Source: an optimization exercise on an open RTL-to-GDS flow (aim: small area). Production flows keep margins and buffers that such runs may drop. RTL that was checked went through simulation tests only; none was proved equivalent to the original. The RTL of runs 3 to 7 was laid out without a check of its function. Power figures rest on the tool's default switching activity, not on a simulated workload.

### flow/design.v
module crc15_frame_engine (
    input  wire        clk,
    input  wire        rst,           
    input  wire [81:0] cw,            
    output wire        o_busy,
    output wire [14:0] o_crc,
    output wire        o_f_valid,
    output wire [10:0] o_f_id,
    output wire [3:0]  o_f_dlc,
    output wire [63:0] o_f_data,
    output wire [14:0] o_f_crc,
    output wire        o_err_len,
    output wire        o_err_sticky,
    output wire [15:0] o_rpm,
    output wire [7:0]  o_speed,
    output wire [6:0]  o_throttle,
    output wire        o_brake,
    output wire [7:0]  o_coolant,
    output wire [7:0]  o_steer,
    output wire [1:0]  o_phase
);
    localparam [14:0] POLY = 15'h4599;
    reg [14:0] crc;
    reg [6:0]  k;            
    reg [7:0]  speed;
    reg [6:0]  throttle;
    reg        brake;
    reg [6:0]  coolant;      
    reg [10:0] f_id;
    reg [3:0]  f_dlc;
    reg [63:0] f_data;
    reg [14:0] f_crc;
    reg [1:0]  phase;
    reg [3:0]  ticks;
    reg [2:0]  idx;
    reg        busy;
    reg [6:0]  cnt;          
    reg        tk;           
    reg [14:0] hdr;          
    reg [63:0] hd;           
    reg        err_len;
    reg        err_sticky;
    wire [2:0]  op      = cw[81:79];
    wire [3:0]  b_dlc   = cw[67:64];
    wire        t_man   = cw[9];
    wire        t_accel = cw[8];
    wire        t_brk   = cw[7];
    wire [6:0]  t_thr   = cw[6:0];
    wire op_clr   = (op == 3'd1);
    wire op_bit   = (op == 3'd2);
    wire op_build = (op == 3'd3);
    wire op_tick  = (op == 3'd4);
    wire dlc_bad  = (b_dlc > 4'd8);
    wire start    = (op_build & ~dlc_bad) | op_tick;
    wire [15:0] hdr_x    = {1'b0, hdr};
    wire        hdr_bit  = hdr_x[~cnt[3:0]];
    reg         data_bit;
    always @(*) begin
        case (cnt[6:3])
            4'd2:    data_bit = hd[62];
            4'd3:    data_bit = hd[54];
            4'd4:    data_bit = hd[46];
            4'd5:    data_bit = hd[38];
            4'd6:    data_bit = hd[30];
            4'd7:    data_bit = hd[22];
            4'd8:    data_bit = hd[14];
            default: data_bit = hd[6];
        endcase
    end
    wire s_bit = (cnt[6:4] == 3'd0) ? hdr_bit : data_bit;
    wire [3:0] end_byte = hdr[3:0] + 4'd2;
    wire last  = (cnt[2:0] == 3'd0) && (cnt[6:3] == end_byte);
    wire latch = busy & last;
    wire [6:0] t_sat = (t_thr > 7'd100) ? 7'd100 : t_thr;
    wire [2:0] q = (t_thr >= 7'd100) ? 3'd5 :
                   (t_thr >= 7'd80)  ? 3'd4 :
                   (t_thr >= 7'd60)  ? 3'd3 :
                   (t_thr >= 7'd40)  ? 3'd2 :
                   (t_thr >= 7'd20)  ? 3'd1 : 3'd0;
    wire [6:0] thr_cap = (throttle >= 7'd71) ? 7'd80 : throttle + 7'd10;
    wire ph_idle   = (phase == 2'd0);
    wire ph_accel  = (phase == 2'd1);
    wire ph_cruise = (phase == 2'd2);
    wire ph_brake  = (phase == 2'd3);
    wire dec_mode = t_man ? (t_brk | ~t_accel) : ph_brake;
    wire dec_big  = ~t_man | t_brk;
    reg  [8:0] sp_delta;
    always @(*) begin
        if (dec_mode)      sp_delta = dec_big ? -9'sd10 : -9'sd2;
        else if (t_man)    sp_delta = {6'd0, q};
        else if (ph_accel) sp_delta = 9'd5;
        else               sp_delta = 9'd0;
    end
    wire [8:0] sp_sum = {1'b0, speed} + sp_delta;
    wire [7:0] n_speed = sp_sum[8] ? 8'd0 :
                         (sp_sum[7:0] > 8'd200) ? 8'd200 : sp_sum[7:0];
    wire [7:0] k_dif = {1'b0, k} - (dec_big ? 8'd6 : 8'd2);
    wire [6:0] k_dec = k_dif[7] ? 7'd0 : k_dif[6:0];
    wire [6:0] thr_set = t_man ? t_sat :
                         ph_accel ? thr_cap :
                         ph_cruise ? 7'd30 : 7'd0;
    wire [6:0] n_throttle = dec_mode ? 7'd0 : thr_set;
    wire [6:0] n_k        = dec_mode ? k_dec : thr_set;
    wire       n_brake    = dec_mode ? dec_big : (~t_man & ph_idle);
    wire ph_exit = ph_idle   ? (ticks[2] & ticks[0]) :
                   ph_accel  ? (speed >= 8'd95) :
                   ph_cruise ? (ticks[3] & ticks[1]) :
                               (speed <= 8'd10);
    wire [1:0] n_phase = t_man ? 2'd3 : ph_exit ? phase + 2'd1 : phase;
    wire [3:0] n_ticks = (t_man | ph_exit) ? 4'd0 : ticks + 4'd1;
    wire [6:0] n_coolant = (coolant == 7'd90) ? coolant : coolant + 7'd1;
    wire [2:0] n_idx = (idx == 3'd4) ? 3'd0 : idx + 3'd1;
    wire [11:0] rpm_h = 12'd425 + {1'b0, k, 4'b0} + {2'b0, k, 3'b0} + {5'b0, k};
    wire [15:0] rpm   = {3'b0, rpm_h, 1'b0};
    reg [14:0] tick_hdr;
    always @(*) begin
        case (idx)
            3'd0:    tick_hdr = {11'h0C0, 4'd2};
            3'd1:    tick_hdr = {11'h0D0, 4'd1};
            3'd2:    tick_hdr = {11'h0E0, 4'd2};
            3'd3:    tick_hdr = {11'h0F0, 4'd1};
            default: tick_hdr = {11'h100, 4'd1};
        endcase
    end
    reg [15:0] enc;
    always @(*) begin
        if (hdr[12])
            enc = 16'h0000;
        else case (hdr[9:8])
            2'd0:    enc = rpm;
            2'd1:    enc = {speed, 8'h00};
            2'd2:    enc = {1'b0, throttle, 7'b0, brake};
            default: enc = {1'b0, coolant, 8'h00};
        endcase
    end
    reg [63:0] hd_rot, m_ld;
    integer j;
    always @(*) begin
        for (j = 0; j < 8; j = j + 1) begin
            hd_rot[63-8*j -: 8] = {hd[62-8*j -: 7], hd[63-8*j]};
            m_ld[63-8*j -: 8]   = {8{~busy & (j < b_dlc) & ~op[2]}};
        end
    end
    wire ld_tick = tk & (cnt == 7'd1);
    wire [15:0] enc_rot = {enc[14:8], enc[15], enc[6:0], enc[7]};
    wire rot_hi = busy & ~ld_tick;
    wire ld_hi  = busy & ld_tick;
    wire [63:0] hd_nxt;
    genvar g;
    generate
        for (g = 0; g < 48; g = g + 1) begin : g_hd
            ao22 u_hd (.a(hd_rot[g]), .b(busy), .c(cw[g]), .d(m_ld[g]), .y(hd_nxt[g]));
        end
        for (g = 48; g < 64; g = g + 1) begin : g_hdt
            ao222 u_hd (.a(hd_rot[g]), .b(rot_hi), .c(cw[g]), .d(m_ld[g]),
                        .e(enc_rot[g-48]), .f(ld_hi), .y(hd_nxt[g]));
        end
    endgenerate
    wire h_cw  = ~busy & ~op_tick;
    wire h_tk  = ~busy & op_tick;
    localparam [14:0] TICK_ONES = 15'b001_1111_0000_0011;
    wire [14:0] hdr_nxt;
    generate
        for (g = 0; g < 15; g = g + 1) begin : g_hdr
            if (TICK_ONES[g]) begin : g_t
                ao222 u_hdr (.a(hdr[g]), .b(busy), .c(cw[64+g]), .d(h_cw),
                             .e(tick_hdr[g]), .f(h_tk), .y(hdr_nxt[g]));
            end else begin : g_c
                ao22 u_hdr (.a(hdr[g]), .b(busy), .c(cw[64+g]), .d(h_cw), .y(hdr_nxt[g]));
            end
        end
    endgenerate
    always @(posedge clk) begin
        hd  <= hd_nxt;
        hdr <= hdr_nxt;
        tk  <= busy ? tk : op_tick;
        cnt <= (busy & ~rst) ? cnt + 7'd1 : 7'd1;
    end
    wire        crc_din = busy ? s_bit : cw[0];
    wire        fb      = crc_din ^ crc[14];
    wire [14:0] crc_stp = {crc[13:0], 1'b0} ^ (POLY & {15{fb}});
    wire c_step = ~rst & (busy ? ~last : op_bit);
    wire c_keep = ~rst & (busy ? last : ~(op_bit | op_clr | start));
    wire [14:0] crc_nxt;
    generate
        for (g = 0; g < 15; g = g + 1) begin : g_crc
            ao22 u_crc (.a(crc_stp[g]), .b(c_step), .c(crc[g]), .d(c_keep), .y(crc_nxt[g]));
        end
    endgenerate
    always @(posedge clk)
        crc <= crc_nxt;
    wire f_ld   = latch & ~rst;
    wire f_keep = ~latch & ~rst;
    reg  [63:0] hd_out;
    always @(*)
        for (j = 0; j < 8; j = j + 1)
            hd_out[63-8*j -: 8] = {hd[62-8*j -: 7], hd[63-8*j]};
    wire [93:0] f_cur = {f_id, f_dlc, f_data, f_crc};
    wire [93:0] f_new = {hdr, hd_out, crc};
    wire [93:0] f_nxt;
    generate
        for (g = 0; g < 94; g = g + 1) begin : g_f
            ao22 u_f (.a(f_new[g]), .b(f_ld), .c(f_cur[g]), .d(f_keep), .y(f_nxt[g]));
        end
    endgenerate
    always @(posedge clk)
        {f_id, f_dlc, f_data, f_crc} <= f_nxt;
    always @(posedge clk) begin
        if (rst) begin
            k          <= 7'd0;
            speed      <= 8'd0;
            throttle   <= 7'd0;
            brake      <= 1'b1;
            coolant    <= 7'd20;
            phase      <= 2'd0;
            ticks      <= 4'd0;
            idx        <= 3'd0;
            busy       <= 1'b0;
            err_len    <= 1'b0;
            err_sticky <= 1'b0;
        end else if (busy) begin
            err_len <= 1'b0;
            if (last)
                busy <= 1'b0;
        end else begin
            err_len <= op_build & dlc_bad;
            if (op_build & dlc_bad)
                err_sticky <= 1'b1;
            busy <= start;
            if (op_tick) begin
                k        <= n_k;
                speed    <= n_speed;
                throttle <= n_throttle;
                brake    <= n_brake;
                coolant  <= n_coolant;
                phase    <= n_phase;
                ticks    <= n_ticks;
                idx      <= n_idx;
            end
        end
    end
    assign o_busy       = busy;
    assign o_crc        = crc;
    assign o_f_valid    = ~busy & (cnt[6:4] != 3'd0);
    assign o_f_id       = f_id;
    assign o_f_dlc      = f_dlc;
    assign o_f_data     = f_data;
    assign o_f_crc      = f_crc;
    assign o_err_len    = err_len;
    assign o_err_sticky = err_sticky;
    assign o_rpm        = rpm;
    assign o_speed      = speed;
    assign o_throttle   = throttle;
    assign o_brake      = brake;
    assign o_coolant    = {1'b0, coolant};
    assign o_steer      = 8'h00;
    assign o_phase      = phase;
endmodule
module ao22 (input wire a, input wire b, input wire c, input wire d, output wire y);
    assign y = (a & b) | (c & d);
endmodule
module ao222 (input wire a, input wire b, input wire c, input wire d,
              input wire e, input wire f, output wire y);
    assign y = (a & b) | (c & d) | (e & f);
endmodule
### flow/flow/run.sh
#!/bin/bash
# Standard ORFS layout with smaller port buffers.
export BUFFER_PORTS_ARGS="-buffer_cell sky130_fd_sc_hd__buf_1"
bash standard.sh > standard.log 2>&1
### flow/standard.sh
#!/bin/bash
# synth_recipe.tcl (not shown) runs the flow's synth.tcl, then flattens the netlist and writes it again
# the make line also repeats each setting of config.mk as NAME=value (left out here)
make -C /OpenROAD-flow-scripts/flow DESIGN_CONFIG=/design/flow/config.mk WORK_HOME=/design/flow/orfs CLKGATE_MAP_FILE= SYNTH_SCRIPT=/design/flow/synth_recipe.tcl "${@:-finish}"
### flow/config.mk
export PLATFORM = sky130hd
export DESIGN_NAME = crc15_frame_engine
export DESIGN_NICKNAME = crc15_frame_engine
export VERILOG_FILES = /design/flow/design.v
export SDC_FILE = /design/flow/constraint.sdc
export NUM_CORES = 4
export LEC_CHECK = 0
export CAP_MARGIN = 20
export CORE_MARGIN = 2
export CORE_UTILIZATION = 40
export CTS_BUF_LIST = sky130_fd_sc_hd__clkbuf_16
export CTS_CLUSTER_DIAMETER = 100
export CTS_CLUSTER_SIZE = 20
export SLEW_MARGIN = 20
export SYNTH_HIERARCHICAL = 1
### flow/constraint.sdc
create_clock -name core_clock -period 10.0 [get_ports {clk}]
set_input_delay 2.0000 -clock core_clock [delete_from_list [all_inputs] [get_ports {clk}]]
set_output_delay 2.0000 -clock core_clock [all_outputs]
set_load 0.01 [all_outputs]
==> results of run 1 <==
## modules after synthesis (local to each module, per instance)
module / cell area [sq um] / flops+latches / times used / cells inside
ao222: 13.8 / 0 / 23 / 2
ao22: 8.76 / 0 / 165 / 1
crc15_frame_engine: 8430 / 238 / 1 / 781
## metrics by stage
step,std cells,util
2_1_floorplan,1004,-
3_3_place_gp,1525,0.450
3_5_place_dp,1525,0.450
4_1_cts,1544,0.466
5_1_grt,1544,0.466
6_report,1544,0.466
## cells in the mapped netlist (all sizes together), types with 15 or more instances
library cell / instances / area, sq um
a21oi: 43 / 215
dfxtp: 237 / 4740
a22o: 165 / 1450
a222oi: 23 / 230
inv: 63 / 236
nor2: 49 / 184
buf: 33 / 230
nand2: 45 / 169
clkbuf: 18 / 67.6
xnor2: 22 / 193
o21ai: 36 / 180
xor2: 15 / 139
ha: 47 / 588
nand3: 24 / 120
## kinds of logic (layout without fill, tap and decap cells)
| kind of cell | Yosys count | after routing | synth area share |
|---|---|---|---|
| AOI/OAI and AO/OA | 338 | 338 | 0.258 |
| xor gates and xnor gates | 37 | 37 | 0.0325 |
| adders and majority gates | 52 | 52 | 0.0675 |
| buffers and inverters | 115 | 325 | 0.0528 |
| DFF | 238 | 238 | 0.469 |
| muxes | 15 | 15 | 0.0235 |
| other | 1 | 13 | 0.000368 |
| and+or+nand+nor | 196 | 196 | 0.0965 |
## routing by layer
metal,GRT usage,vias up
li1,-,4139
met1,0.299,4176
met2,0.325,300
met3,0.0241,39
met4,0.0626,0
met5,0,-
## sequential cells by signal (all words and copies together) (netlist names)
name        count
speed           8
k               7
cnt             7
hd             64
brake           1
ticks           4
f_id           11
hdr            15
crc            15
f_dlc           4
idx             3
f_data         64
err_sticky      1
coolant         7
f_crc          15
phase           2
err_len         1
busy            1
tk              1
throttle        7
## worst max path at each step
stage | start | depth (start not counted) | slack, ps | end
global placement | cw[9] | 15 | 4690 | speed[2]
floorplan | rst | 4 | 4270 | f_crc[0]
CTS | k[2] | 12 | 4540 | o_rpm[11]
detailed placement | cw[9] | 15 | 4610 | speed[2]
finish | k[1] | 12 | 4570 | o_rpm[11]
global route | k[2] | 12 | 4330 | o_rpm[11]
## worst register-to-register path, delay by kind of cell (launching register included)
| family | cells | cell delay (ps) |
|---|---|---|
| DFF | 1 | 660 |
| AOI/OAI and AO/OA | 1 | 400 |
| and+or+nand+nor | 3 | 1220 |
| buffers and inverters | 3 | 1510 |
## power groups by stage
stage | combinational, uW | clock (uW) | sequential, uW
5_1_grt | 240 | 646 | 1020
3_3_place_gp | 213 | 0 | 1040
4_1_cts | 217 | 610 | 1020
2_1_floorplan | 149 | 0 | 1030
3_5_place_dp | 215 | 0 | 1040
6_report | 217 | 592 | 1020
## final cells by class
| class | count | area share |
|---|---|---|
| inverter | 64 | 0.0205 |
| multi-input combinational | 651 | 0.422 |
| tap | 330 | 0.0353 |
| timing repair buffer | 242 | 0.0805 |
| clock buffer | 15 | 0.0321 |
| clock inverter | 4 | 0.00171 |
| sequential | 238 | 0.408 |
==> impl_metrics.py, run 1 <==
metrics = {
    "hold_path": {
        "holdPathStages": 1,
        "worstHoldStart": "f_data[45]",
        "whs_endpoint": "f_data[45]",
        "holdCritPathClass": "flop to flop",
    },
    "setup_path": {
        "critical_path.slowest_cell": "dfxtp_1",
        "crit_chain": "inv_1 > ha_1 > inv_1 > fa_1 > ha_1 > a31oi_1 > nor2b_1 > o21a_1 > o31a_1 > nor2_1 > xnor2_1 > buf_1",
        "cp.arrival_ps": 3430,
        "timing.critical_path.required_ps": 8000,
        "timing.rr.end": "f_data[26]",
        "path_class": "flop to primary output",
        "crit_path_start_kind": "flop",
        "regToRegStartpoint": "busy",
        "endpoint_kind": "primary output",
        "path_max_fanout": 5,
        "r2r_slack_ps": 6180,
        "slowest_delay_ps": 450,
        "critPathBufInv": 3,
        "rr_worst_depth": 7,
        "critPathTopFamily": "adder cells",
    },
    "cells_and_area": {
        "final_common_cell": "dfxtp_1",
        "layout_common_cells": "dfxtp_1, buf_1, a22o_1",
        "fill_cells": 2502,
        "seq_area_sq_um": 4780,
        "stdcell_area_sq_um": 11700,
        "multi_input_area_sq_um": 4940,
        "finalNetCount": 1348,
        "area_growth_pct": 14.9,
        "drive_gt1_frac": 0.0428,
        "num_antenna_cells": 0,
    },
    "pwr": {
        "switchingPower_uw": 485,
        "p_per_area_nw_per_um2": 156,
        "leakagePower_uw": 0.00478,
        "power.internal_uw": 1340,
        "p_seq_frac": 0.557,
        "ir_worst_vdd_mv": 0.110,
        "finalPower_uw": 1830,
        "pwr-share-comb": 0.119,
        "switching_share": 0.266,
        "clockPowerShare": 0.324,
    },
    "die": {
        "start_util": 0.406,
        "die_w_microns": 164,
        "die-area_sq_um": 26800,
        "row_count": 58,
        "fp.dieH_microns": 164,
        "io_pins": 247,
        "core_sq_um": 25100,
    },
    "logic_synthesis": {
        "ys_ff_latch": 238,
        "async_flop_share": 0,
        "synth_cells": 992,
        "synth_edf_count": 1,
        "yosysWarningCount": 7,
        "synthDistinctLibCells": 66,
        "avgSynthCellArea_sq_um": 10.3,
        "yosys_most_used_dff": "dfxtp_1",
        "syn_area_sq_um": 10200,
        "yosysSeqAreaShare": 0.469,
    },
    "global_route": {
        "grt_max_degree": 76,
        "antenna_found_initial": 0,
        "overflow": 0,
        "grt_use_total": 0.207,
        "grt_pass1_wl_microns": 44600,
        "grt_pass1_vias": 8076,
    },
    "sta": {
        "fin_ws_ps": 4570,
        "relSlewSlack": 0.399,
        "finalHoldViolCount": 0,
        "max_freq_ghz": 0.184,
        "min_period_ps": 5430,
        "holdWs_ps": 475,
        "finalSetupViolCount": 0,
        "worstMarginPinSlew_ps": 902,
        "worst_clock_skew_ps": 25.7,
        "grt_setup_unrepaired": "false",
        "setup_tns_ps": 0,
        "finalCritPeriodShare": 0.543,
        "slew_viol_final": 0,
    },
    "clocking": {
        "clock_sinks": 238,
        "post_cts_buffers": 0,
        "clockRootBuffer": "clkbuf_16",
        "cts_made_buffers": 15,
        "ctsHoldBuffers": 0,
        "cts_tree": "done",
        "clk_latency_ps": 490,
        "htreeDepth": 1,
        "clk_pin_slew_ps": 90,
        "cts_resized": 0,
        "cts.path.max_buffers": 3,
    },
    "route": {
        "drt_first_pass_iters": 6,
        "avgViaCountPerCell": 5.60,
        "routed_wl_microns": 29400,
        "num_vias": 8654,
        "dr_wl_met2_microns": 13200,
        "met3WireLength_microns": 1780,
        "wl_per_cell_microns": 19.1,
        "wl_met1_microns": 13700,
        "dr.max_layer_used": "met4",
        "drtAntennaViolNets": 0,
        "drc_errors": 0,
        "drt_iter0_drc": 890,
    },
    "placement": {
        "dpl_cell_area_sq_um": 11300,
        "place_ws_ps": 4610,
        "routabilityCongestion": 0.848,
        "hpwl_microns": 20800,
        "numPortBuffers": 233,
    },
    "status": {
        "status": "complete, no violations",
    },
    "flow_run": {
        "cap_violations": 0,
    },
}
==> run 2, diff against run 1 <==
--- a/flow/config.mk
+++ b/flow/config.mk
@@ -9,7 +9,7 @@
 export CORE_MARGIN = 2
 export CORE_UTILIZATION = 40
 export CTS_BUF_LIST = sky130_fd_sc_hd__clkbuf_16
-export CTS_CLUSTER_DIAMETER = 100
-export CTS_CLUSTER_SIZE = 20
+export CTS_CLUSTER_DIAMETER = 120
+export CTS_CLUSTER_SIZE = 25
 export SLEW_MARGIN = 20
 export SYNTH_HIERARCHICAL = 1
==> run 2 against run 1 <==
Effect of this change: total power is 2.5% lower; critical path depth stayed put; synthesized cell count stayed put; sequential share of layout area is 0.17 points higher; first-iteration DRC count is 11% higher; utilization is 0.20 points lower; die area stayed put; routed wire length is 0.27% lower; synthesized area stayed put; still clean on timing, DRC and antenna; register-to-register slack worse by 20 ps; sequential power hardly changed; worst setup slack worse by 6.3 ps; critical endpoint unchanged.
==> impl_metrics.py, run 2 <==
metrics = {
    "die": {
        "core_sq_um": 25100,
        "die-area_sq_um": 26800,
        "die_w_microns": 164,
        "start_util": 0.406,
        "row_count": 58,
        "io_pins": 247,
        "fp.dieH_microns": 164,
    },
    "logic_synthesis": {
        "yosys_most_used_dff": "dfxtp_1",
        "synth_edf_count": 1,
        "async_flop_share": 0,
        "synth_cells": 992,
        "post-synth-top-area-cell": "dfxtp_1",
        "synthDistinctLibCells": 66,
        "synth_top_area_frac": 0.466,
        "ys_ff_latch": 238,
        "synthMostInstantiatedCell": "dfxtp_1",
        "avgSynthCellArea_sq_um": 10.3,
        "yosysWarningCount": 7,
        "yosysSeqAreaShare": 0.469,
        "synth.area.top_cells": "dfxtp_1, a22o_1, ha_1",
        "syn_area_sq_um": 10200,
        "yosys-top-cells-count": "dfxtp_1, a22o_1, inv_1, nor2_1, ha_1",
    },
    "pwr": {
        "clockPowerShare": 0.306,
        "leakagePower_uw": 0.00475,
        "finalPower_uw": 1780,
        "p_seq_frac": 0.572,
        "power.internal_uw": 1310,
        "p_per_area_nw_per_um2": 153,
        "switching_share": 0.265,
        "pwr-share-comb": 0.122,
        "switchingPower_uw": 472,
        "ir_worst_vdd_mv": 0.120,
    },
    "setup_path": {
        "critPathTopFamily": "adder cells",
        "path_class": "flop to primary output",
        "crit_path_start_kind": "flop",
        "cp.arrival_ps": 3440,
        "crit_cells": 12,
        "critical_path.slowest_cell": "dfxtp_1",
        "crit_chain": "inv_1 > ha_1 > inv_1 > fa_1 > ha_1 > a31oi_1 > nor2b_1 > o21a_1 > o31a_1 > nor2_1 > xnor2_1 > buf_1",
        "timing.critical_path.required_ps": 8000,
        "endpoint_kind": "primary output",
        "rr_worst_depth": 7,
        "slowest_delay_ps": 470,
        "critPathBufInv": 3,
        "path_max_fanout": 5,
    },
    "clocking": {
        "clock_sinks": 238,
        "cts_made_buffers": 13,
        "cts_tree": "done",
        "htreeDepth": 1,
        "cts.path.max_buffers": 3,
        "clockRootBuffer": "clkbuf_16",
        "cts_resized": 0,
        "clk_pin_slew_ps": 100,
        "ctsHoldBuffers": 0,
        "clk_latency_ps": 470,
        "post_cts_buffers": 0,
    },
    "route": {
        "met3WireLength_microns": 1490,
        "drt_iter0_drc": 990,
        "dr_wl_met2_microns": 13200,
        "drtAntennaViolNets": 0,
        "avgViaCountPerCell": 5.59,
        "routed_wl_microns": 29400,
        "wl_met1_microns": 13900,
        "num_vias": 8604,
        "wl_per_cell_microns": 19.1,
        "drc_errors": 0,
        "drt_first_pass_iters": 6,
        "dr.max_layer_used": "met4",
    },
    "sta": {
        "finalSetupViolCount": 0,
        "finalCritPeriodShare": 0.544,
        "holdWs_ps": 479,
        "min_period_ps": 5440,
        "grt_setup_unrepaired": "false",
        "fin_ws_ps": 4560,
        "slew_viol_final": 0,
        "worstMarginPinSlew_ps": 909,
        "finalHoldViolCount": 0,
        "setup_tns_ps": 0,
        "worst_clock_skew_ps": 16.4,
        "relSlewSlack": 0.394,
        "max_freq_ghz": 0.184,
    },
    "cells_and_area": {
        "num_antenna_cells": 0,
        "fill_cells": 2503,
        "multi_input_area_sq_um": 4940,
        "seq_area_sq_um": 4780,
        "final_common_cell": "dfxtp_1",
        "layout_common_cells": "dfxtp_1, buf_1, a22o_1",
        "finalNetCount": 1346,
        "drive_gt1_frac": 0.0413,
        "stdcell_area_sq_um": 11700,
        "area_growth_pct": 14.4,
    },
    "global_route": {
        "grt_pass1_vias": 8083,
        "grt_use_total": 0.208,
        "grt_max_degree": 76,
        "overflow": 0,
        "grt_pass1_wl_microns": 44600,
        "antenna_found_initial": 0,
    },
    "placement": {
        "place_ws_ps": 4610,
        "routabilityCongestion": 0.848,
        "hpwl_microns": 20800,
        "dpl_cell_area_sq_um": 11300,
        "numPortBuffers": 233,
    },
    "flow_run": {
        "cap_violations": 0,
    },
    "hold_path": {
        "holdPathStages": 1,
        "holdCritPathClass": "flop to flop",
    },
    "status": {
        "status": "complete, no violations",
    },
}
run 2: cell counts after synthesis:
Identical to the previous run, type by type.
run 2: worst register-to-register path, delay by kind of cell (launching register included):
| kind | cells | cell delay (ps) |
|---|---|---|
| compound gates | 1 | 370 |
| flops | 1 | 660 |
| buf+inv | 3 | 1510 |
| simple gates | 3 | 1240 |
run 2: metal layers:
metal,vias up,global-route usage
met5,-,0
met4,0,0.0646
met3,42,0.0234
met2,293,0.327
met1,4139,0.298
li1,4130,-
run 2: area by class of cell:
type / instances / area share
tap: 330 / 0.0354
clock buffer: 13 / 0.0279
sequential: 238 / 0.410
multi-input combinational: 651 / 0.424
timing repair buffer: 242 / 0.0808
clock inverter: 2 / 0.00172
inverter: 64 / 0.0206
run 2: Yosys stat by module (local to each module, per instance):
module	times used	cell area (sq um)
ao22	165	8.76
ao222	23	13.8
crc15_frame_engine	1	8430
run 2: worst paths after layout:
check / start / endpoint / slack [ps]
max: k[1] / o_rpm[11] / 4560
min: f_id[0] / f_id[0] / 480
max reg2reg: busy / f_data[27] / 6160
min reg2reg: f_id[0] / f_id[0] / 480
run 2: logic make-up after synthesis:
group	count (synthesis)	synth area share
compound gates	338	0.258
flops	238	0.469
simple gates	196	0.0965
buf+inv	115	0.0528
fa+ha+maj	52	0.0675
xor+xnor	37	0.0325
mux	15	0.0235
other cells	1	0.000368
run 2: power by group through the flow:
stage               clock (uW)  combinational [uW]  sequential [uW]
floorplan                    0                 149             1030
CTS                        567                 217             1020
finish                     545                 218             1020
global placement             0                 213             1040
detailed placement           0                 215             1040
global route               603                 240             1020
run 2: through the flow:
stage,util,instances
5_1_grt,0.464,1540
6_report,0.464,1540
3_3_place_gp,0.450,1525
2_1_floorplan,-,1004
4_1_cts,0.464,1540
3_5_place_dp,0.450,1525
==> run 3, diff against run 2 <==
--- a/flow/design.v
+++ b/flow/design.v
@@ -23,7 +23,7 @@
     reg [14:0] crc;
     reg [6:0]  k;            
     reg [7:0]  speed;
-    reg [6:0]  throttle;
+    reg        coast;        
     reg        brake;
     reg [6:0]  coolant;      
     reg [10:0] f_id;
@@ -56,20 +56,19 @@
     wire        hdr_bit  = hdr_x[~cnt[3:0]];
     reg         data_bit;
     always @(*) begin
-        case (cnt[6:3])
-            4'd2:    data_bit = hd[62];
-            4'd3:    data_bit = hd[54];
-            4'd4:    data_bit = hd[46];
-            4'd5:    data_bit = hd[38];
-            4'd6:    data_bit = hd[30];
-            4'd7:    data_bit = hd[22];
-            4'd8:    data_bit = hd[14];
+        case (cnt[5:3])
+            3'd0:    data_bit = hd[62];
+            3'd1:    data_bit = hd[54];
+            3'd2:    data_bit = hd[46];
+            3'd3:    data_bit = hd[38];
+            3'd4:    data_bit = hd[30];
+            3'd5:    data_bit = hd[22];
+            3'd6:    data_bit = hd[14];
             default: data_bit = hd[6];
         endcase
     end
-    wire s_bit = (cnt[6:4] == 3'd0) ? hdr_bit : data_bit;
-    wire [3:0] end_byte = hdr[3:0] + 4'd2;
-    wire last  = (cnt[2:0] == 3'd0) && (cnt[6:3] == end_byte);
+    wire s_bit = cnt[6] ? hdr_bit : data_bit;
+    wire last  = (cnt[2:0] == 3'd0) && (cnt[6:3] == hdr[3:0]);
     wire latch = busy & last;
     wire [6:0] t_sat = (t_thr > 7'd100) ? 7'd100 : t_thr;
     wire [2:0] q = (t_thr >= 7'd100) ? 3'd5 :
@@ -77,7 +76,8 @@
                    (t_thr >= 7'd60)  ? 3'd3 :
                    (t_thr >= 7'd40)  ? 3'd2 :
                    (t_thr >= 7'd20)  ? 3'd1 : 3'd0;
-    wire [6:0] thr_cap = (throttle >= 7'd71) ? 7'd80 : throttle + 7'd10;
+    wire [6:0] throttle = (brake | coast) ? 7'd0 : k;
+    wire [6:0] thr_cap = (k >= 7'd71) ? 7'd80 : k + 7'd10;
     wire ph_idle   = (phase == 2'd0);
     wire ph_accel  = (phase == 2'd1);
     wire ph_cruise = (phase == 2'd2);
@@ -99,7 +99,7 @@
     wire [6:0] thr_set = t_man ? t_sat :
                          ph_accel ? thr_cap :
                          ph_cruise ? 7'd30 : 7'd0;
-    wire [6:0] n_throttle = dec_mode ? 7'd0 : thr_set;
+    wire       n_coast    = dec_mode & ~dec_big;
     wire [6:0] n_k        = dec_mode ? k_dec : thr_set;
     wire       n_brake    = dec_mode ? dec_big : (~t_man & ph_idle);
     wire ph_exit = ph_idle   ? (ticks[2] & ticks[0]) :
@@ -109,17 +109,18 @@
     wire [1:0] n_phase = t_man ? 2'd3 : ph_exit ? phase + 2'd1 : phase;
     wire [3:0] n_ticks = (t_man | ph_exit) ? 4'd0 : ticks + 4'd1;
     wire [6:0] n_coolant = (coolant == 7'd90) ? coolant : coolant + 7'd1;
-    wire [2:0] n_idx = (idx == 3'd4) ? 3'd0 : idx + 3'd1;
+    wire [2:0] n_idx = idx[2] ? 3'd0 : {idx[1] & idx[0], idx[1] ^ idx[0], ~idx[0]};
     wire [11:0] rpm_h = 12'd425 + {1'b0, k, 4'b0} + {2'b0, k, 3'b0} + {5'b0, k};
     wire [15:0] rpm   = {3'b0, rpm_h, 1'b0};
     reg [14:0] tick_hdr;
     always @(*) begin
-        case (idx)
-            3'd0:    tick_hdr = {11'h0C0, 4'd2};
-            3'd1:    tick_hdr = {11'h0D0, 4'd1};
-            3'd2:    tick_hdr = {11'h0E0, 4'd2};
-            3'd3:    tick_hdr = {11'h0F0, 4'd1};
-            default: tick_hdr = {11'h100, 4'd1};
+        if (idx[2])
+            tick_hdr = {11'h100, 4'd1};
+        else case (idx[1:0])
+            2'd0:    tick_hdr = {11'h0C0, 4'd2};
+            2'd1:    tick_hdr = {11'h0D0, 4'd1};
+            2'd2:    tick_hdr = {11'h0E0, 4'd2};
+            default: tick_hdr = {11'h0F0, 4'd1};
         endcase
     end
     reg [15:0] enc;
@@ -141,7 +142,7 @@
             m_ld[63-8*j -: 8]   = {8{~busy & (j < b_dlc) & ~op[2]}};
         end
     end
-    wire ld_tick = tk & (cnt == 7'd1);
+    wire ld_tick = tk & (cnt == 7'd113);
     wire [15:0] enc_rot = {enc[14:8], enc[15], enc[6:0], enc[7]};
     wire rot_hi = busy & ~ld_tick;
     wire ld_hi  = busy & ld_tick;
@@ -174,7 +175,7 @@
         hd  <= hd_nxt;
         hdr <= hdr_nxt;
         tk  <= busy ? tk : op_tick;
-        cnt <= (busy & ~rst) ? cnt + 7'd1 : 7'd1;
+        cnt <= (busy & ~rst) ? cnt + 7'd1 : 7'd113;
     end
     wire        crc_din = busy ? s_bit : cw[0];
     wire        fb      = crc_din ^ crc[14];
@@ -209,7 +210,7 @@
         if (rst) begin
             k          <= 7'd0;
             speed      <= 8'd0;
-            throttle   <= 7'd0;
+            coast      <= 1'b0;
             brake      <= 1'b1;
             coolant    <= 7'd20;
             phase      <= 2'd0;
@@ -230,7 +231,7 @@
             if (op_tick) begin
                 k        <= n_k;
                 speed    <= n_speed;
-                throttle <= n_throttle;
+                coast    <= n_coast;
                 brake    <= n_brake;
                 coolant  <= n_coolant;
                 phase    <= n_phase;
@@ -241,7 +242,7 @@
     end
     assign o_busy       = busy;
     assign o_crc        = crc;
-    assign o_f_valid    = ~busy & (cnt[6:4] != 3'd0);
+    assign o_f_valid    = ~busy & (cnt[6:4] != 3'b111);
     assign o_f_id       = f_id;
     assign o_f_dlc      = f_dlc;
     assign o_f_data     = f_data;
--- a/flow/config.mk
+++ b/flow/config.mk
@@ -9,7 +9,7 @@
 export CORE_MARGIN = 2
 export CORE_UTILIZATION = 40
 export CTS_BUF_LIST = sky130_fd_sc_hd__clkbuf_16
-export CTS_CLUSTER_DIAMETER = 120
-export CTS_CLUSTER_SIZE = 25
+export CTS_CLUSTER_DIAMETER = 80
+export CTS_CLUSTER_SIZE = 30
 export SLEW_MARGIN = 20
 export SYNTH_HIERARCHICAL = 1
==> run 3 against run 2 <==
Effect of this change: register-to-register slack gained 150 ps; via count grew 0.87%; non-clock buffer count is the same; worst setup slack lost 200 ps; hold slack lost 17 ps; sequential share of layout area shrank 1.3 points; clock skew grew 13 ps; maximum frequency shrank 3.5%; largest cell class unchanged.
==> impl_metrics.py, run 3 <==
metrics = {
    "setup_path": {
        "cp.arrival_ps": 3630,
        "slowest_delay_ps": 550,
        "crit_chain": "inv_1 > ha_1 > inv_1 > fa_1 > ha_1 > and4b_1 > o2111ai_1 > nand3_1 > o41ai_1 > xnor2_1 > buf_1",
        "path_max_fanout": 7,
        "path_class": "flop to primary output",
        "critical_path.slowest_cell": "dfxtp_1",
        "endpoint_kind": "primary output",
        "regToRegStartpoint": "k[2]",
        "crit_start": "k[2]",
        "critPathTopFamily": "adder cells",
        "crit_path_start_kind": "flop",
        "r2r_slack_ps": 6310,
        "critPathBufInv": 3,
        "timing.critical_path.required_ps": 8000,
    },
    "clocking": {
        "cts_made_buffers": 15,
        "cts_resized": 0,
        "post_cts_buffers": 0,
        "clockRootBuffer": "clkbuf_16",
        "clk_pin_slew_ps": 110,
        "clk_latency_ps": 500,
        "ctsHoldBuffers": 0,
        "clock_sinks": 232,
        "htreeDepth": 1,
        "cts_tree": "done",
        "cts.path.max_buffers": 3,
    },
    "logic_synthesis": {
        "yosysWarningCount": 7,
        "synth_edf_count": 1,
        "synth_top_area_frac": 0.455,
        "synth.area.top_cells": "dfxtp_1, a22o_1, ha_1",
        "synthDistinctLibCells": 77,
        "avgSynthCellArea_sq_um": 10.4,
        "synthMostInstantiatedCell": "dfxtp_1",
        "post-synth-top-area-cell": "dfxtp_1",
        "synth_cells": 979,
        "yosys_most_used_dff": "dfxtp_1",
        "syn_area_sq_um": 10200,
        "async_flop_share": 0,
        "yosys-top-cells-count": "dfxtp_1, a22o_1, inv_1, nor2_1, ha_1",
        "yosysSeqAreaShare": 0.458,
        "ys_ff_latch": 232,
    },
    "sta": {
        "worst_clock_skew_ps": 29.7,
        "slew_viol_final": 0,
        "finalSetupViolCount": 0,
        "min_period_ps": 5630,
        "finalHoldViolCount": 0,
        "relSlewSlack": 0.340,
        "worstMarginPinSlew_ps": 988,
        "grt_setup_unrepaired": "false",
        "holdWs_ps": 463,
        "max_freq_ghz": 0.177,
        "setup_tns_ps": 0,
        "finalCritPeriodShare": 0.563,
    },
    "global_route": {
        "overflow": 0,
        "grt_pass1_wl_microns": 45800,
        "grt_use_total": 0.216,
        "antenna_found_initial": 0,
        "grt_max_degree": 96,
        "grt_pass1_vias": 8008,
    },
    "hold_path": {
        "worstHoldStart": "hd[57]",
        "holdCritPathClass": "flop to flop",
    },
    "placement": {
        "placed_cells_incl_taps": 1511,
        "hpwl_microns": 21500,
        "numPortBuffers": 233,
        "routabilityCongestion": 0.933,
    },
    "die": {
        "die-area_sq_um": 26700,
        "die_w_microns": 163,
        "row_count": 58,
        "io_pins": 247,
        "fp.dieH_microns": 163,
        "core_sq_um": 25000,
        "start_util": 0.406,
    },
    "cells_and_area": {
        "seq_area_sq_um": 4660,
        "multi_input_area_sq_um": 5000,
        "post-route-util": 0.469,
        "finalNetCount": 1336,
        "num_antenna_cells": 0,
        "final_common_cell": "buf_1",
        "drive_gt1_frac": 0.0515,
        "fill_cells": 2428,
        "area_growth_pct": 15.5,
        "stdcell_count": 1534,
        "layout_common_cells": "buf_1, dfxtp_1, a22o_1",
    },
    "pwr": {
        "leakagePower_uw": 0.00477,
        "p_per_area_nw_per_um2": 161,
        "ir_worst_vdd_mv": 0.131,
    },
    "route": {
        "drt_iter0_drc": 853,
        "drtAntennaViolNets": 0,
        "routed_wl_microns": 30400,
        "drt_first_pass_iters": 6,
        "drc_errors": 0,
        "num_vias": 8679,
        "wl_per_cell_microns": 19.8,
        "avgViaCountPerCell": 5.66,
    },
    "status": {
        "status": "complete, no violations",
    },
    "flow_run": {
        "cap_violations": 0,
    },
}
==> run 3: cells by family after synthesis <==
logic type / share of synthesized area
AO/OA/AOI/OAI: 0.267
buffers and inverters: 0.0565
flip-flops: 0.458
adder cells (fa/ha/maj): 0.0702
AND/OR/NAND/NOR: 0.0896
multiplexers: 0.0252
XOR/XNOR: 0.0329
other: 0.000369
==> run 3: final cells by class <==
cell class | count | area share
clock inverters | 8 | 0.00852
repair buffers | 242 | 0.0806
well taps | 330 | 0.0352
clock buffers | 15 | 0.0320
inverters | 68 | 0.0217
flip-flops and latches | 232 | 0.396
multi-input cells | 639 | 0.426
==> run 3: modules after synthesis (local to each module, per instance) <==
module              copies in the design  flip-flops and latches  cells
ao22                                 165                       0      1
ao222                                 23                       0      2
crc15_frame_engine                     1                     232    768
==> run 3: per-stage QoR <==
stage | worst slack [ps] | total power (uW) | cell area, sq um
2_1_floorplan | 4100 | 1170 | 10200
3_3_place_gp | 4980 | 1250 | 11300
3_5_place_dp | 4870 | 1250 | 11300
4_1_cts | 4360 | 1910 | 11700
5_1_grt | 4150 | 1970 | 11700
6_report | 4370 | 1890 | 11700
==> run 3: worst paths after layout <==
| path | cells past startpoint | end |
|---|---|---|
| worst max-delay path | 11 | o_rpm[12] |
| worst max register to register | 13 | hd[58] |
| worst min-delay path | 1 | f_data[58] |
| worst min register to register | 1 | f_data[58] |
==> run 3: power breakdown <==
group | leakage, uW | total, uW | switching [uW] | internal, uW
logic | 0.00264 | 236 | 143 | 93.2
registers | 0.00189 | 997 | 37.8 | 959
clock network | 0.000240 | 657 | 360 | 297
total | 0.00477 | 1890 | 541 | 1350
==> run 3: worst register-to-register path, delay by kind of cell (launching register included) <==
kind            cells  cell delay [ps]
xor+xnor            1              130
mux                 1              460
flops               1              550
buf+inv             3              290
compound gates      4              880
simple gates        1              170
fa+ha+maj           3             1150
==> run 3: metal layers <==
metal,share of wire,global-route usage,wire [microns],up-vias
met2,0.46,0.355,14100,332
met5,0,0,0,-
li1,-,-,-,4102
met3,0.070,0.0371,2120,38
met4,0.020,0.0495,617,0
met1,0.45,0.296,13600,4207
==> run 4, diff against run 3 <==
--- a/flow/config.mk
+++ b/flow/config.mk
@@ -9,7 +9,7 @@
 export CORE_MARGIN = 2
 export CORE_UTILIZATION = 40
 export CTS_BUF_LIST = sky130_fd_sc_hd__clkbuf_16
-export CTS_CLUSTER_DIAMETER = 80
-export CTS_CLUSTER_SIZE = 30
+export CTS_CLUSTER_DIAMETER = 120
+export CTS_CLUSTER_SIZE = 25
 export SLEW_MARGIN = 20
 export SYNTH_HIERARCHICAL = 1
==> run 4 against run 3 <==
Effect of this change: combinational power barely moved; first-iteration DRC count down 13%; highest routed layer unchanged; critical endpoint unchanged; clock skew decreased by 2.5 ps; largest power group unchanged.
==> impl_metrics.py, run 4 <==
metrics = {
    "sta": {
        "worst_clock_skew_ps": 27.2,
        "setup_tns_ps": 0,
        "grt_setup_unrepaired": "false",
        "worstMarginPinSlew_ps": 995,
        "finalHoldViolCount": 0,
        "finalCritPeriodShare": 0.565,
        "min_period_ps": 5650,
        "fin_ws_ps": 4350,
        "finalSetupViolCount": 0,
        "relSlewSlack": 0.336,
        "slew_viol_final": 0,
        "max_freq_ghz": 0.177,
    },
    "logic_synthesis": {
        "synth.area.top_cells": "dfxtp_1, a22o_1, ha_1",
        "synthDistinctLibCells": 77,
        "avgSynthCellArea_sq_um": 10.4,
        "yosysWarningCount": 7,
        "ys_ff_latch": 232,
        "yosys-top-cells-count": "dfxtp_1, a22o_1, inv_1, nor2_1, ha_1",
        "yosysSeqAreaShare": 0.458,
        "synth_top_area_frac": 0.455,
        "async_flop_share": 0,
        "post-synth-top-area-cell": "dfxtp_1",
        "synthMostInstantiatedCell": "dfxtp_1",
        "yosys_most_used_dff": "dfxtp_1",
        "syn_area_sq_um": 10200,
        "synth_edf_count": 1,
        "synth_cells": 979,
    },
    "clocking": {
        "cts_made_buffers": 13,
        "cts_tree": "done",
        "clk_latency_ps": 490,
        "cts.path.max_buffers": 3,
        "clk_pin_slew_ps": 110,
        "post_cts_buffers": 0,
        "cts_resized": 0,
        "clock_sinks": 232,
        "clockRootBuffer": "clkbuf_16",
        "htreeDepth": 1,
        "ctsHoldBuffers": 0,
    },
    "pwr": {
        "finalPower_uw": 1790,
        "leakagePower_uw": 0.00471,
        "ir_worst_vdd_mv": 0.135,
        "p_per_area_nw_per_um2": 154,
    },
    "cells_and_area": {
        "area_growth_pct": 14.4,
        "finalNetCount": 1334,
        "num_antenna_cells": 0,
        "drive_gt1_frac": 0.0459,
        "fill_cells": 2440,
        "final_common_cell": "buf_1",
        "layout_common_cells": "buf_1, dfxtp_1, a22o_1",
        "stdcell_count": 1527,
    },
    "die": {
        "row_count": 58,
        "fp.dieH_microns": 163,
        "die-area_sq_um": 26700,
        "die_w_microns": 163,
        "core_sq_um": 25000,
        "start_util": 0.406,
        "io_pins": 247,
    },
    "hold_path": {
        "holdCritPathClass": "flop to flop",
        "worstHoldStart": "err_sticky",
    },
    "route": {
        "routed_wl_microns": 30100,
        "drc_errors": 0,
        "avgViaCountPerCell": 5.67,
        "wl_per_cell_microns": 19.7,
        "num_vias": 8664,
        "drt_iter0_drc": 740,
        "drtAntennaViolNets": 0,
        "drt_first_pass_iters": 7,
    },
    "placement": {
        "numPortBuffers": 233,
        "hpwl_microns": 21500,
        "place_ws_ps": 4870,
        "routabilityCongestion": 0.933,
        "placed_cells_incl_taps": 1511,
    },
    "global_route": {
        "antenna_found_initial": 0,
        "grt_max_degree": 96,
        "grt_pass1_vias": 7997,
        "overflow": 0,
        "grt_pass1_wl_microns": 45600,
        "grt_use_total": 0.215,
    },
    "setup_path": {
        "path_max_fanout": 7,
        "path_class": "flop to primary output",
        "crit_start": "k[2]",
        "endpoint_kind": "primary output",
        "cp.arrival_ps": 3650,
        "crit_path_start_kind": "flop",
        "regToRegStartpoint": "k[2]",
        "timing.critical_path.required_ps": 8000,
    },
    "flow_run": {
        "cap_violations": 0,
    },
    "status": {
        "status": "complete, no violations",
    },
}
run 4: cell types whose count changed in the layout (fill, tap and decap cells not counted), sizes merged:
| cell | delta |
|---|---|
| inv | -5 |
| clkbuf | -2 |
run 4: logic make-up (layout without fill, tap and decap cells):
kind of cell    after synthesis  after routing  share of synthesized area
other cells                   1             13                   0.000369
buf+inv                     120            326                     0.0565
xor+xnor                     36             36                     0.0329
fa+ha+maj                    54             54                     0.0702
simple gates                182            182                     0.0896
compound gates              337            337                      0.267
mux                          17             17                     0.0252
flops                       232            232                      0.458
run 4: worst max-delay path, cell delays in order (launching register included):
cell and delay, ps:
dfxtp_1 560, inv_1 150, ha_1 330, inv_1 60
fa_1 460, ha_1 340, and4b_1 220, o2111ai_1 190
nand3_1 120, o41ai_1 330, xnor2_1 200, buf_1 180
run 4: path summary, 6_finish.rpt:
path / endpoint / slack [ps] / cells after the start
setup / recovery: o_rpm[12] / 4350 / 11
setup reg to reg: hd[58] / 6280 / 13
hold reg to reg: err_sticky / 470 / 1
hold / removal: err_sticky / 470 / 1
run 4: power breakdown:
group	switching [uW]	total, uW	internal, uW
clock	313	556	243
sequential	37.5	997	959
combinational	142	235	93.2
run 4: cell type report:
| class | count | area (sq um) | area share |
|---|---|---|---|
| multi-input cells | 639 | 5000 | 0.430 |
| flip-flops and latches | 232 | 4660 | 0.400 |
| repair buffers | 242 | 946 | 0.0814 |
| well taps | 330 | 413 | 0.0355 |
| clock buffers | 13 | 325 | 0.0280 |
| inverters | 68 | 255 | 0.0220 |
| clock inverters | 3 | 32.5 | 0.00280 |
run 4: modules after synthesis, one instance, submodules excluded:
| module | copies in the design | flops+latches |
|---|---|---|
| crc15_frame_engine | 1 | 232 |
| ao22 | 165 | 0 |
| ao222 | 23 | 0 |
run 4: per-stage QoR:
step | hold slack (ps) | area [sq um] | util
after floorplan | 455 | 10200 | -
final | 473 | 11600 | 0.464
after global placement | 445 | 11300 | 0.450
after global routing | 493 | 11600 | 0.464
after CTS | 474 | 11600 | 0.464
after detailed placement | 449 | 11300 | 0.450
run 4: metal layers:
metal	vias up	routed length [microns]	GRT usage
met1	4233	13500	0.296
met5	-	0	0
met3	39	1970	0.0381
met2	305	14200	0.353
li1	4087	-	-
met4	0	491	0.0438
==> run 5, diff against run 4 <==
--- a/flow/config.mk
+++ b/flow/config.mk
@@ -7,7 +7,7 @@
 export LEC_CHECK = 0
 export CAP_MARGIN = 20
 export CORE_MARGIN = 2
-export CORE_UTILIZATION = 40
+export CORE_UTILIZATION = 60
 export CTS_BUF_LIST = sky130_fd_sc_hd__clkbuf_16
 export CTS_CLUSTER_DIAMETER = 120
 export CTS_CLUSTER_SIZE = 25
==> run 5 against run 4 <==
Effect of this change: still clean on timing, DRC and antenna; utilization grew 23 points; clock-buffer cell count unchanged; maximum frequency rose by 0.78%; hold slack got worse by 13 ps; total power down 0.48%; non-clock buffer count decreased by 2; clock power about the same; combinational power decreased by 3%; largest cell class unchanged; highest routed layer unchanged.
==> impl_metrics.py, run 5 <==
metrics = {
    "status": {
        "status": "complete, no violations",
    },
    "sta": {
        "max_freq_ghz": 0.178,
        "relSlewSlack": 0.343,
        "setup_tns_ps": 0,
        "worst_clock_skew_ps": 22.2,
        "slew_viol_final": 0,
        "holdWs_ps": 460,
        "finalSetupViolCount": 0,
        "min_period_ps": 5600,
        "finalCritPeriodShare": 0.560,
        "grt_setup_unrepaired": "false",
        "worstMarginPinSlew_ps": 982,
        "finalHoldViolCount": 0,
        "fin_ws_ps": 4400,
    },
    "setup_path": {
        "path_class": "flop to primary output",
        "critical_path.slowest_cell": "dfxtp_1",
        "crit_path_start_kind": "flop",
        "regToRegStartpoint": "k[1]",
        "crit_chain": "inv_1 > ha_1 > inv_1 > fa_1 > ha_1 > and4b_1 > o2111ai_1 > nand3_1 > o41ai_1 > xnor2_1 > buf_1",
        "rr_worst_depth": 13,
        "timing.rr.end": "hd[58]",
        "slowest_delay_ps": 540,
        "path_max_fanout": 8,
        "critPathBufInv": 3,
        "r2r_slack_ps": 6280,
        "critPathTopFamily": "adder cells",
        "cp.arrival_ps": 3600,
        "endpoint_kind": "primary output",
        "timing.critical_path.required_ps": 8000,
    },
    "clocking": {
        "ctsHoldBuffers": 0,
        "post_cts_buffers": 0,
        "clock_sinks": 232,
        "htreeDepth": 1,
        "cts.path.max_buffers": 3,
        "cts_made_buffers": 13,
        "cts_resized": 0,
        "clk_latency_ps": 490,
        "cts_tree": "done",
        "clockRootBuffer": "clkbuf_16",
        "clk_pin_slew_ps": 100,
    },
    "logic_synthesis": {
        "post-synth-top-area-cell": "dfxtp_1",
        "ys_ff_latch": 232,
        "yosysWarningCount": 7,
        "synth.area.top_cells": "dfxtp_1, a22o_1, ha_1",
        "yosysSeqAreaShare": 0.458,
        "avgSynthCellArea_sq_um": 10.4,
        "yosys_most_used_dff": "dfxtp_1",
        "syn_area_sq_um": 10200,
        "synthMostInstantiatedCell": "dfxtp_1",
        "yosys-top-cells-count": "dfxtp_1, a22o_1, inv_1, nor2_1, ha_1",
        "synthDistinctLibCells": 77,
        "synth_top_area_frac": 0.455,
        "async_flop_share": 0,
        "synth_edf_count": 1,
        "synth_cells": 979,
    },
    "die": {
        "io_pins": 247,
        "row_count": 47,
        "die_w_microns": 134,
        "core_sq_um": 16600,
        "start_util": 0.613,
        "die-area_sq_um": 18000,
        "fp.dieH_microns": 134,
    },
    "cells_and_area": {
        "layout_common_cells": "buf_1, dfxtp_1, a22o_1",
        "finalNetCount": 1332,
        "drive_gt1_frac": 0.0435,
        "post-route-util": 0.691,
        "stdcell_area_sq_um": 11500,
        "num_antenna_cells": 0,
        "area_growth_pct": 12.8,
        "final_common_cell": "buf_1",
    },
    "pwr": {
        "p_per_area_nw_per_um2": 155,
        "ir_worst_vdd_mv": 0.137,
        "leakagePower_uw": 0.00470,
    },
    "placement": {
        "numPortBuffers": 233,
        "routabilityCongestion": 0.898,
        "hpwl_microns": 19500,
        "place_ws_ps": 4640,
        "dpl_cell_area_sq_um": 11100,
    },
    "route": {
        "wl_per_cell_microns": 19.6,
        "num_vias": 8732,
        "routed_wl_microns": 27700,
        "drtAntennaViolNets": 0,
        "drc_errors": 0,
        "avgViaCountPerCell": 6.17,
        "drt_first_pass_iters": 7,
        "drt_iter0_drc": 697,
    },
    "global_route": {
        "grt_use_total": 0.296,
        "grt_pass1_vias": 8251,
        "grt_pass1_wl_microns": 43200,
        "overflow": 0,
        "grt_max_degree": 83,
        "antenna_found_initial": 0,
    },
    "hold_path": {
        "worstHoldStart": "err_sticky",
        "holdPathStages": 1,
        "holdCritPathClass": "flop to flop",
        "whs_endpoint": "err_sticky",
    },
    "flow_run": {
        "cap_violations": 0,
    },
}
[run 5: final cells by class]
class                      instances  area [sq um]
timing repair buffer             240           927
clock buffer                      13           325
fill                            1390          5120
inverter                          68           255
multi-input combinational        639          4990
sequential                       232          4660
clock inverter                     3          32.5
tap                              220           275
[run 5: cell families after synthesis]
kind of cell	count (synthesis)	synth area share
AOI/OAI and AO/OA	337	0.267
xor gates and xnor gates	36	0.0329
adders and majority gates	54	0.0702
buffers and inverters	120	0.0565
DFF	232	0.458
muxes	17	0.0252
other	1	0.000369
and+or+nand+nor	182	0.0896
[run 5: worst register-to-register path: cells and delay by family, from the launching register on]
| family | cells | cell delay (ps) |
|---|---|---|
| AND/OR/NAND/NOR | 1 | 150 |
| adder cells (fa/ha/maj) | 3 | 1110 |
| multiplexers | 1 | 480 |
| AO/OA/AOI/OAI | 4 | 930 |
| XOR/XNOR | 1 | 120 |
| flip-flops | 1 | 540 |
| buffers and inverters | 3 | 290 |
[run 5: report_power, final]
part,internal [uW],switching [uW]
Sequential,959,40.9
Combinational,92.0,135
Clock,243,310
[run 5: per-stage QoR]
step	cells	total power, uW
5_1_grt	1415	1850
6_report	1415	1780
3_3_place_gp	1399	1240
2_1_floorplan	991	1170
3_5_place_dp	1399	1240
4_1_cts	1415	1780
[run 5: per-layer routing]
| layer | vias up | track usage | part of all wire |
|---|---|---|---|
| li1 | 4085 | - | - |
| met3 | 74 | 0.0469 | 0.072 |
| met5 | - | 0 | 0 |
| met4 | 0 | 0.109 | 0.037 |
| met1 | 4213 | 0.408 | 0.43 |
| met2 | 360 | 0.473 | 0.46 |
[run 5: worst max path at each step]
stage	startpoint	endpoint	cells after the start
2_1_floorplan	rst	f_crc[0]	5
3_3_place_gp	cw[9]	speed[0]	14
3_5_place_dp	cw[9]	speed[0]	14
4_1_cts	k[1]	o_rpm[12]	11
5_1_grt	k[1]	o_rpm[12]	11
6_report	k[1]	o_rpm[12]	11
[run 5: modules after synthesis (local to each module, per instance)]
| module | flops+latches | cells inside |
|---|---|---|
| crc15_frame_engine | 232 | 768 |
| ao222 | 0 | 2 |
| ao22 | 0 | 1 |
==> run 6, diff against run 5 <==
--- a/flow/config.mk
+++ b/flow/config.mk
@@ -9,7 +9,7 @@
 export CORE_MARGIN = 2
 export CORE_UTILIZATION = 60
 export CTS_BUF_LIST = sky130_fd_sc_hd__clkbuf_16
-export CTS_CLUSTER_DIAMETER = 120
-export CTS_CLUSTER_SIZE = 25
+export CTS_CLUSTER_DIAMETER = 100
+export CTS_CLUSTER_SIZE = 28
 export SLEW_MARGIN = 20
 export SYNTH_HIERARCHICAL = 1
==> run 6 against run 5 <==
Effect of this change: still clean on timing, DRC and antenna; via count is essentially flat; maximum frequency shrank 0.32%; clock-buffer cell count is the same; sequential share of layout area is essentially flat; cell area is essentially flat; worst setup slack lost 18 ps; register-to-register slack lost 30 ps; synthesized cell count is the same; clock power shrank 1%; first-iteration DRC count shrank 5.5%; critical path type unchanged; largest cell class unchanged; largest power group unchanged.
==> impl_metrics.py, run 6 <==
metrics = {
    "logic_synthesis": {
        "ys_ff_latch": 232,
        "post-synth-top-area-cell": "dfxtp_1",
        "avgSynthCellArea_sq_um": 10.4,
        "synth_edf_count": 1,
        "synth_top_area_frac": 0.455,
        "synth_cells": 979,
        "synthDistinctLibCells": 77,
        "yosysWarningCount": 7,
        "synth.area.top_cells": "dfxtp_1, a22o_1, ha_1",
        "yosys_most_used_dff": "dfxtp_1",
        "synthMostInstantiatedCell": "dfxtp_1",
        "syn_area_sq_um": 10200,
        "yosys-top-cells-count": "dfxtp_1, a22o_1, inv_1, nor2_1, ha_1",
        "async_flop_share": 0,
        "yosysSeqAreaShare": 0.458,
    },
    "clocking": {
        "clock_sinks": 232,
        "ctsHoldBuffers": 0,
        "clockRootBuffer": "clkbuf_16",
        "htreeDepth": 1,
        "cts_made_buffers": 12,
        "post_cts_buffers": 0,
        "cts.path.max_buffers": 3,
        "clk_pin_slew_ps": 120,
        "cts_tree": "done",
        "cts_resized": 0,
        "clk_latency_ps": 490,
    },
    "placement": {
        "numPortBuffers": 233,
        "placed_cells_incl_taps": 1399,
        "routabilityCongestion": 0.898,
        "hpwl_microns": 19500,
    },
    "pwr": {
        "ir_worst_vdd_mv": 0.152,
        "leakagePower_uw": 0.00470,
        "p_per_area_nw_per_um2": 155,
    },
    "route": {
        "routed_wl_microns": 27400,
        "avgViaCountPerCell": 6.17,
        "drtAntennaViolNets": 0,
        "wl_per_cell_microns": 19.4,
        "drt_iter0_drc": 659,
        "drc_errors": 0,
        "drt_first_pass_iters": 6,
        "num_vias": 8730,
    },
    "die": {
        "core_sq_um": 16600,
        "die-area_sq_um": 18000,
        "fp.dieH_microns": 134,
        "row_count": 47,
        "start_util": 0.613,
        "io_pins": 247,
        "die_w_microns": 134,
    },
    "sta": {
        "worstMarginPinSlew_ps": 977,
        "relSlewSlack": 0.349,
        "grt_setup_unrepaired": "false",
        "min_period_ps": 5620,
        "worst_clock_skew_ps": 34.4,
        "setup_tns_ps": 0,
        "finalSetupViolCount": 0,
        "max_freq_ghz": 0.178,
        "finalCritPeriodShare": 0.562,
        "finalHoldViolCount": 0,
        "slew_viol_final": 0,
    },
    "setup_path": {
        "endpoint_kind": "primary output",
        "crit_path_start_kind": "flop",
        "timing.critical_path.required_ps": 8000,
        "path_max_fanout": 8,
        "path_class": "flop to primary output",
        "cp.arrival_ps": 3620,
    },
    "cells_and_area": {
        "area_growth_pct": 12.8,
        "fill_cells": 1378,
        "layout_common_cells": "buf_1, dfxtp_1, a22o_1",
        "finalNetCount": 1331,
        "post-route-util": 0.691,
        "drive_gt1_frac": 0.0427,
        "stdcell_count": 1415,
        "final_common_cell": "buf_1",
        "num_antenna_cells": 0,
    },
    "global_route": {
        "overflow": 0,
        "grt_pass1_vias": 8168,
        "grt_pass1_wl_microns": 42800,
        "grt_use_total": 0.293,
        "grt_max_degree": 83,
        "antenna_found_initial": 0,
    },
    "hold_path": {
        "holdCritPathClass": "flop to flop",
    },
    "flow_run": {
        "cap_violations": 0,
    },
    "status": {
        "status": "complete, no violations",
    },
}
-- run 6: cell counts after synthesis --
Identical to the previous run, type by type.
-- run 6: critical path, cell delays in order, from the launching register on --
cell and delay [ps]:
dfxtp_1 560, inv_1 140, ha_1 340, inv_1 90
fa_1 420, ha_1 350, and4b_1 220, o2111ai_1 180
nand3_1 120, o41ai_1 330, xnor2_1 200, buf_1 180
-- run 6: kinds of logic (layout without fill, tap and decap cells) --
logic type | Yosys count | after routing | share of synthesized area
xor gates and xnor gates | 36 | 36 | 0.0329
adders and majority gates | 54 | 54 | 0.0702
muxes | 17 | 17 | 0.0252
DFF | 232 | 232 | 0.458
and+or+nand+nor | 182 | 182 | 0.0896
buffers and inverters | 120 | 324 | 0.0565
AOI/OAI and AO/OA | 337 | 337 | 0.267
other | 1 | 13 | 0.000369
-- run 6: power breakdown --
| group | switching, uW | total, uW | internal, uW |
|---|---|---|---|
| Sequential | 40.9 | 1000 | 959 |
| Combinational | 134 | 226 | 92.0 |
| Clock | 304 | 545 | 241 |
| Total | 479 | 1770 | 1290 |
-- run 6: final cells by class --
type,instances,area (sq um),area share
Multi-Input combinational cell,639,4990,0.436
Tap cell,220,275,0.0240
Timing Repair Buffer,240,927,0.0809
Inverter,68,255,0.0223
Clock buffer,13,325,0.0284
Clock inverter,3,27.5,0.00240
Sequential cell,232,4660,0.406
-- run 6: worst paths after layout --
check,slack [ps],startpoint,cells after the start,end
max,4380,k[1],11,o_rpm[12]
min,460,err_sticky,1,err_sticky
max reg2reg,6250,k[1],13,hd[58]
min reg2reg,460,err_sticky,1,err_sticky
-- run 6: per-stage QoR --
step / hold slack [ps] / area (sq um) / setup WS [ps] / total power [uW]
2_1_floorplan: 455 / 10200 / 4100 / 1170
3_3_place_gp: 436 / 11100 / 4740 / 1240
3_5_place_dp: 439 / 11100 / 4640 / 1240
4_1_cts: 464 / 11500 / 4380 / 1780
5_1_grt: 475 / 11500 / 4140 / 1840
6_report: 462 / 11500 / 4380 / 1770
-- run 6: metal layers --
metal	up-vias	routed length (microns)	track usage
met5	-	0	0
met4	0	1140	0.107
met3	79	1890	0.0454
met2	375	12400	0.464
met1	4190	12000	0.407
li1	4086	-	-
-- run 6: per-module statistics from Yosys, one instance, submodules excluded --
module	times used	area, sq um	cells	flops+latches
ao222	23	13.8	2	0
crc15_frame_engine	1	8400	768	232
ao22	165	8.76	1	0
==> run 7, diff against run 6 <==
--- a/flow/config.mk
+++ b/flow/config.mk
@@ -8,8 +8,8 @@
 export CAP_MARGIN = 20
 export CORE_MARGIN = 2
 export CORE_UTILIZATION = 60
-export CTS_BUF_LIST = sky130_fd_sc_hd__clkbuf_16
-export CTS_CLUSTER_DIAMETER = 100
-export CTS_CLUSTER_SIZE = 28
+export CTS_BUF_LIST = sky130_fd_sc_hd__clkbuf_8
+export CTS_CLUSTER_DIAMETER = 60
+export CTS_CLUSTER_SIZE = 14
 export SLEW_MARGIN = 20
 export SYNTH_HIERARCHICAL = 1
==> run 7 against run 6 <==
Effect of this change: register-to-register slack barely moved; non-clock buffer count did not move; cell area up 0.15%; synthesized area stayed put; synthesized cell count unchanged; critical path depth is the same; clock skew shrank 9.0 ps; clock-buffer cell count grew 10; via count increased by 0.48%; highest routed layer unchanged.
==> impl_metrics.py, run 7 <==
metrics = {
    "logic_synthesis": {
        "synth.area.top_cells": "dfxtp_1, a22o_1, ha_1",
        "synthDistinctLibCells": 77,
        "syn_area_sq_um": 10200,
        "synthMostInstantiatedCell": "dfxtp_1",
        "avgSynthCellArea_sq_um": 10.4,
        "yosysWarningCount": 7,
        "async_flop_share": 0,
        "synth_cells": 979,
        "yosys-top-cells-count": "dfxtp_1, a22o_1, inv_1, nor2_1, ha_1",
        "post-synth-top-area-cell": "dfxtp_1",
        "ys_ff_latch": 232,
        "synth_top_area_frac": 0.455,
        "yosysSeqAreaShare": 0.458,
        "synth_edf_count": 1,
        "yosys_most_used_dff": "dfxtp_1",
    },
    "placement": {
        "placed_cells_incl_taps": 1399,
        "place_ws_ps": 4640,
        "numPortBuffers": 233,
        "hpwl_microns": 19500,
        "routabilityCongestion": 0.898,
    },
    "sta": {
        "worstMarginPinSlew_ps": 1010,
        "holdWs_ps": 458,
        "fin_ws_ps": 4320,
        "finalCritPeriodShare": 0.568,
        "relSlewSlack": 0.321,
        "slew_viol_final": 0,
        "grt_setup_unrepaired": "false",
        "finalSetupViolCount": 0,
        "max_freq_ghz": 0.176,
        "worst_clock_skew_ps": 25.4,
        "min_period_ps": 5680,
        "finalHoldViolCount": 0,
        "setup_tns_ps": 0,
    },
    "route": {
        "drc_errors": 0,
        "routed_wl_microns": 27500,
        "avgViaCountPerCell": 6.15,
        "num_vias": 8772,
        "drtAntennaViolNets": 0,
        "drt_iter0_drc": 657,
        "drt_first_pass_iters": 8,
        "wl_per_cell_microns": 19.3,
    },
    "setup_path": {
        "crit_cells": 11,
        "timing.critical_path.required_ps": 8000,
        "crit_start": "k[1]",
        "path_class": "flop to primary output",
        "rr_worst_depth": 13,
        "crit_path_start_kind": "flop",
        "critPathCapture": "o_rpm[12]",
        "path_max_fanout": 8,
        "crit_chain": "inv_1 > ha_1 > inv_1 > fa_1 > ha_1 > and4b_1 > o2111ai_1 > nand3_1 > o41ai_1 > xnor2_1 > buf_1",
        "timing.rr.end": "hd[58]",
        "r2r_slack_ps": 6240,
        "endpoint_kind": "primary output",
        "cp.arrival_ps": 3680,
        "slowest_delay_ps": 560,
        "regToRegStartpoint": "k[1]",
        "critical_path.slowest_cell": "dfxtp_1",
        "critPathTopFamily": "adder cells",
        "critPathBufInv": 3,
    },
    "die": {
        "row_count": 47,
        "fp.dieH_microns": 134,
        "die_w_microns": 134,
        "die-area_sq_um": 18000,
        "io_pins": 247,
        "core_sq_um": 16600,
        "start_util": 0.613,
    },
    "pwr": {
        "switching_share": 0.273,
        "pwr-share-comb": 0.128,
        "leakagePower_uw": 0.00470,
        "finalPower_uw": 1770,
        "switchingPower_uw": 483,
        "p_per_area_nw_per_um2": 154,
        "ir_worst_vdd_mv": 0.132,
        "clockPowerShare": 0.307,
        "power.internal_uw": 1290,
        "p_seq_frac": 0.565,
    },
    "global_route": {
        "grt_pass1_wl_microns": 42900,
        "grt_max_degree": 83,
        "grt_use_total": 0.294,
        "grt_pass1_vias": 8255,
        "overflow": 0,
        "antenna_found_initial": 0,
    },
    "hold_path": {
        "holdPathStages": 1,
        "holdCritPathClass": "flop to flop",
    },
    "clocking": {
        "clk_pin_slew_ps": 90,
        "clock_sinks": 232,
        "cts_made_buffers": 21,
        "clockRootBuffer": "clkbuf_8",
        "cts.path.max_buffers": 3,
        "ctsHoldBuffers": 0,
        "post_cts_buffers": 0,
        "clk_latency_ps": 530,
        "cts_resized": 0,
        "cts_tree": "done",
        "htreeDepth": 1,
    },
    "cells_and_area": {
        "area_growth_pct": 12.9,
        "final_common_cell": "buf_1",
        "stdcell_count": 1426,
        "finalNetCount": 1340,
        "fill_cells": 1384,
        "layout_common_cells": "buf_1, dfxtp_1, a22o_1",
        "drive_gt1_frac": 0.0531,
        "num_antenna_cells": 0,
    },
    "flow_run": {
        "cap_violations": 0,
    },
    "status": {
        "status": "complete, no violations",
    },
}
## run 7: cell types whose count changed in the layout (fill, tap and decap cells not counted)
| cell | previous run | this run |
|---|---|---|
| clkbuf_8 | 0 | 23 |
| clkinvlp_4 | 0 | 2 |
| bufinv_16 | 0 | 1 |
| clkbuf_16 | 13 | 0 |
| inv_6 | 0 | 1 |
| inv_1 | 68 | 66 |
| inv_16 | 1 | 0 |
## run 7: worst min-delay path by stage
stage	endpoint	from	slack, ps
CTS	err_sticky	err_sticky	460
global placement	err_sticky	err_sticky	440
floorplan	f_data[48]	hd[55]	460
detailed placement	err_sticky	err_sticky	440
finish	err_sticky	err_sticky	460
global route	err_sticky	err_sticky	480
## run 7: cell type report
| cell class | count | area [sq um] | area share |
|---|---|---|---|
| tap | 220 | 275 | 0.0240 |
| sequential | 232 | 4660 | 0.406 |
| timing repair buffer | 240 | 927 | 0.0808 |
| inverter | 68 | 255 | 0.0222 |
| multi-input combinational | 639 | 4990 | 0.435 |
| clock inverter | 4 | 53.8 | 0.00469 |
| clock buffer | 23 | 317 | 0.0276 |
## run 7: cell families after synthesis
kind of cell	share of synthesized area
fa+ha+maj	0.0702
mux	0.0252
buf+inv	0.0565
compound gates	0.267
xor+xnor	0.0329
flops	0.458
simple gates	0.0896
other cells	0.000369
## run 7: power by group through the flow
stage               registers [uW]  clock network, uW  logic (uW)
detailed placement            1020                  0         222
finish                        1000                544         226
global placement              1020                  0         220
CTS                            999                553         223
global route                  1000                594         250
floorplan                     1010                  0         164
## run 7: modules after synthesis, one instance, submodules excluded
module / flops+latches / area [sq um]
crc15_frame_engine: 232 / 8400
ao222: 0 / 13.8
ao22: 0 / 8.76
## run 7: stage by stage
stage               cell area (sq um)  utilization
finish                          11500        0.692
global route                    11500        0.692
CTS                             11500        0.692
detailed placement              11100        0.670
global placement                11100        0.670
floorplan                       10200            -
## run 7: metal layers
| metal | global-route usage | up-vias | share of wire |
|---|---|---|---|
| met5 | 0 | - | 0 |
| met4 | 0.105 | 0 | 0.032 |
| met3 | 0.0484 | 67 | 0.069 |
| met2 | 0.468 | 359 | 0.46 |
| met1 | 0.406 | 4234 | 0.44 |
| li1 | - | 4112 | - |

Re-timed with assumed drivers on the ports (clkbuf_16 on the clock, buf_2 on other inputs), run 7 has 4.282 ns of setup slack against 4.320 ns with ideal ports, and 4.599 ns once port delays also move by the mid clock arrival of 0.556 ns.
